What follows belongs to an exercise in optimizing a design on an open flow for small area, a short achievable clock period and few clock cycles per item; a production flow would make more cautious choices.
Where RTL was checked, it was by simulation tests only, not by an equivalence proof against the original.

## vpb_adpcm
module vpb_adpcm (
    input  wire               clk,
    input  wire               rst,
    input  wire               start,
    output wire               busy,
    input  wire        [15:0] count,
    input  wire       [255:0] coefs,      
    input  wire         [7:0] ps_in,
    input  wire signed [15:0] yn1_in,
    input  wire signed [15:0] yn2_in,
    input  wire               in_valid,
    output wire               in_ready,
    input  wire         [7:0] in_byte,
    output wire               out_valid,
    input  wire               out_ready,
    output wire signed [15:0] out_sample,
    output wire               done,
    output wire         [7:0] ps_out,
    output wire signed [15:0] yn1_out,
    output wire signed [15:0] yn2_out
);
Settings: LEC_CHECK=0, CAP_MARGIN=20, CORE_MARGIN=2, CORE_UTILIZATION=40, PLACE_DENSITY=0.6, SLEW_MARGIN=20, SETUP_SLACK_MARGIN=11, BUFFER_PORTS_ARGS=-buffer_cell sky130_fd_sc_hd__buf_1, CTS_ARGS=-sink_clustering_enable -repair_clock_nets -buf_list sky130_fd_sc_hd__clkbuf_4 -dont_use_dummy_load; clock period 15.0 ns.
standard.sh (not shown) runs the stock make flow with config.mk's settings and CLKGATE_MAP_FILE= SYNTH_SCRIPT=/design/flow/synth_recipe.tcl, a recipe that flattens the netlist after the stock synthesis.
==> flow/flow/run.sh <==
#!/bin/bash
set -euo pipefail
cat >> config.mk <<'EOC'
export SETUP_SLACK_MARGIN = 11
export BUFFER_PORTS_ARGS = -buffer_cell sky130_fd_sc_hd__buf_1
export CTS_ARGS = -sink_clustering_enable -repair_clock_nets -buf_list sky130_fd_sc_hd__clkbuf_4 -dont_use_dummy_load
EOC
bash standard.sh > orfs_make.log 2>&1
The starting point went through all stages and came out clean.
Testbench counts at the start, summed over its fixed seeds: cycles 39,048, samples 38,080.
Rerun with:
--- a/flow/design.v
+++ b/flow/design.v
@@ -46,22 +46,24 @@
     reg         [3:0] j;           
     reg        [15:0] c2_r;
     wire       [23:0] c2_e = booth_enc(c2_r);
     reg        [32:0] p;           
     reg         [6:0] pc;
     reg        [15:0] c1_r;
     wire       [23:0] c1_e = booth_enc(c1_r);
     reg               pv, p_last;
     reg        [15:0] y1, y2;      
     reg               of_p, of_n;  
     reg               keep;        
+    reg        [15:0] y1_sn;
+    reg               keep_sn, of_p_sn, of_n_sn;
     reg               ov, o_last;
     reg               done_r;
     wire [15:0] y1c = {(y1[15] & keep) | of_n, (y1[14:0] & {15{keep}}) | {15{of_p}}};
     wire accept   = start && !running;
     wire hdr_in   = (pos == 3'd0);
     assign in_ready = running && (hdr_in ? !hn_v : !nxt_v);
     wire in_fire  = in_valid && in_ready;
     wire out_fire = ov && out_ready;
     wire a_rdy = running && fl && cur_v && (a_left != 16'd0);
     wire bf    = pv && (!ov || out_ready) && (a_rdy || p_last);
     wire af    = a_rdy && (!pv || bf);
@@ -902,49 +904,62 @@
     wire [5:0] a_blk3 = ta_x[16:12] + ta_y[16:12];
     wire [4:0] a_blk4 = ta_x[20:17] + ta_y[20:17];
     wire [4:0] a_blk5 = ta_x[24:21] + ta_y[24:21];
     wire [4:0] a_blk6 = ta_x[28:25] + ta_y[28:25];
     wire [4:0] a_blk7 = ta_x[32:29] + ta_y[32:29];
     wire [32:0] a_sum = {a_blk7[3:0], a_blk6[3:0], a_blk5[3:0], a_blk4[3:0], a_blk3[4:0], a_blk2[3:0], a_blk1[3:0], a_blk0[3:0]};
     wire [6:0] a_cry = {a_blk6[4], a_blk5[4], a_blk4[4], a_blk3[5], a_blk2[4], a_blk1[4], a_blk0[4]};
     wire  [5:0] bh0   = tb_x[32:27] + tb_y[32:27];
     wire  [5:0] bh1   = bh0 + 6'd1;
     wire        b_ovf = b_c27 ? (bh1 != 6'd0) : (bh0 != 6'd0);
     wire        b_neg = b_c27 ? bh1[5] : bh0[5];
+    wire        a_first = af && !pv;    
+    wire [15:0] y1_nx   = bf      ? {~b_sum[26], b_sum[25:11]} :
+                          a_first ? y2 :
+                          accept  ? ((count == 16'd0) ? yn1_in : yn2_in) :
+                                    ~y1_sn;
+    wire        keep_nx = bf ? !b_ovf           : accept ? 1'b1 : ~keep_sn;
+    wire        of_p_nx = bf ? (b_ovf && !b_neg) : accept ? 1'b0 : ~of_p_sn;
+    wire        of_n_nx = bf ? (b_ovf && b_neg)  : accept ? 1'b0 : ~of_n_sn;
+    always @(posedge clk) begin
+        y1      <= y1_nx;
+        y1_sn   <= ~y1_nx;
+        keep    <= keep_nx;
+        keep_sn <= ~keep_nx;
+        of_p    <= of_p_nx;
+        of_p_sn <= ~of_p_nx;
+        of_n    <= of_n_nx;
+        of_n_sn <= ~of_n_nx;
+    end
     always @(posedge clk) begin
         if (rst) begin
             running <= 1'b0;
             pv      <= 1'b0;
             ov      <= 1'b0;
             done_r  <= 1'b0;
         end else begin
             done_r <= 1'b0;
             if (accept) begin
                 coef_r <= coefs;
                 a_left <= count;
                 pos    <= 3'd0;
                 hn_v   <= 1'b0;
                 cur_v  <= 1'b0;
                 nxt_v  <= 1'b0;
                 fl     <= 1'b0;
                 j      <= 4'd0;
                 ps_a   <= ps_in;
-                of_p   <= 1'b0;
-                of_n   <= 1'b0;
-                keep   <= 1'b1;
                 if (count == 16'd0) begin
-                    y1     <= yn1_in;
                     y2     <= yn2_in;
                     done_r <= 1'b1;
                 end else begin
-                    y1      <= yn2_in;
                     y2      <= yn1_in;
                     running <= 1'b1;
                 end
             end
             if (in_fire) begin
                 pos <= pos + 3'd1;
                 if (hdr_in) begin
                     hn   <= in_byte;
                     hn_v <= 1'b1;
                 end
             end
@@ -975,33 +990,28 @@
                 fl <= 1'b0;
             end
             if (af) begin
                 j      <= fend ? 4'd0 : j + 4'd1;
                 a_left <= a_left - 16'd1;
                 p      <= a_sum;
                 pc     <= a_cry;
                 c1_r   <= c1sel;
                 pv     <= 1'b1;
                 p_last <= (a_left == 16'd1);
                 if (!pv) begin
-                    y1 <= y2;
                     y2 <= y1c;
                 end
             end else if (bf) begin
                 pv <= 1'b0;
             end
             if (bf) begin
-                y1     <= {~b_sum[26], b_sum[25:11]};
-                of_p   <= b_ovf && !b_neg;
-                of_n   <= b_ovf && b_neg;
-                keep   <= !b_ovf;
                 y2     <= y1c;
                 ov     <= 1'b1;
                 o_last <= p_last;
             end else if (out_fire) begin
                 ov <= 1'b0;
             end
             if (out_fire && o_last) begin
                 running <= 1'b0;
                 done_r  <= 1'b1;
             end
         end
=> The new run ran to the end with no violations; count of clock-buffer cells in the layout rises by 5; register-to-register slack improved by 30 ps; wire length rises by about 1.5%; non-clock buffer count rises by 85; global-route usage rises by 0.12 points; maximum frequency rises by 0.48%; setup slack improved by 25 ps; cell area rises by 6.0%; final cell count rises by 3.3%; via count rises by about 1.4%.
For the second run of this note, only the layout was checked, not whether the RTL still works.

## afterwards: timing with drivers on the ports
How much do the figures lean on ideal ports? The routed layouts below were timed once more, with nothing changed but the port constraints. Step 1: set_driving_cell puts a clkbuf_16 on clk and a buf_2 on each other input, an assumption about the parent block. Step 2 adds t to the input delays and takes it off the output delays; t is the mean of the earliest and latest rising clock arrival at the registers after step 1. Input paths then give back, and output paths get back, about the clock's delay inside the block. a / b / c = ideal ports / drivers / drivers and shift; a / b = the first two.
| run | t (ns) | setup WS [ns] | latest minus earliest clock arrival (ns) | worst slew at a driven data input, ns |
|---|---|---|---|---|
| the first run | 0.912 | 9.642 / 9.642 / 9.642 | 0.141 / 0.140 | 0.09 |
| the second run | 0.948 | 9.667 / 9.604 / 9.669 | 0.192 / 0.192 | 0.07 |
After both steps setup and hold are still met in every run listed.
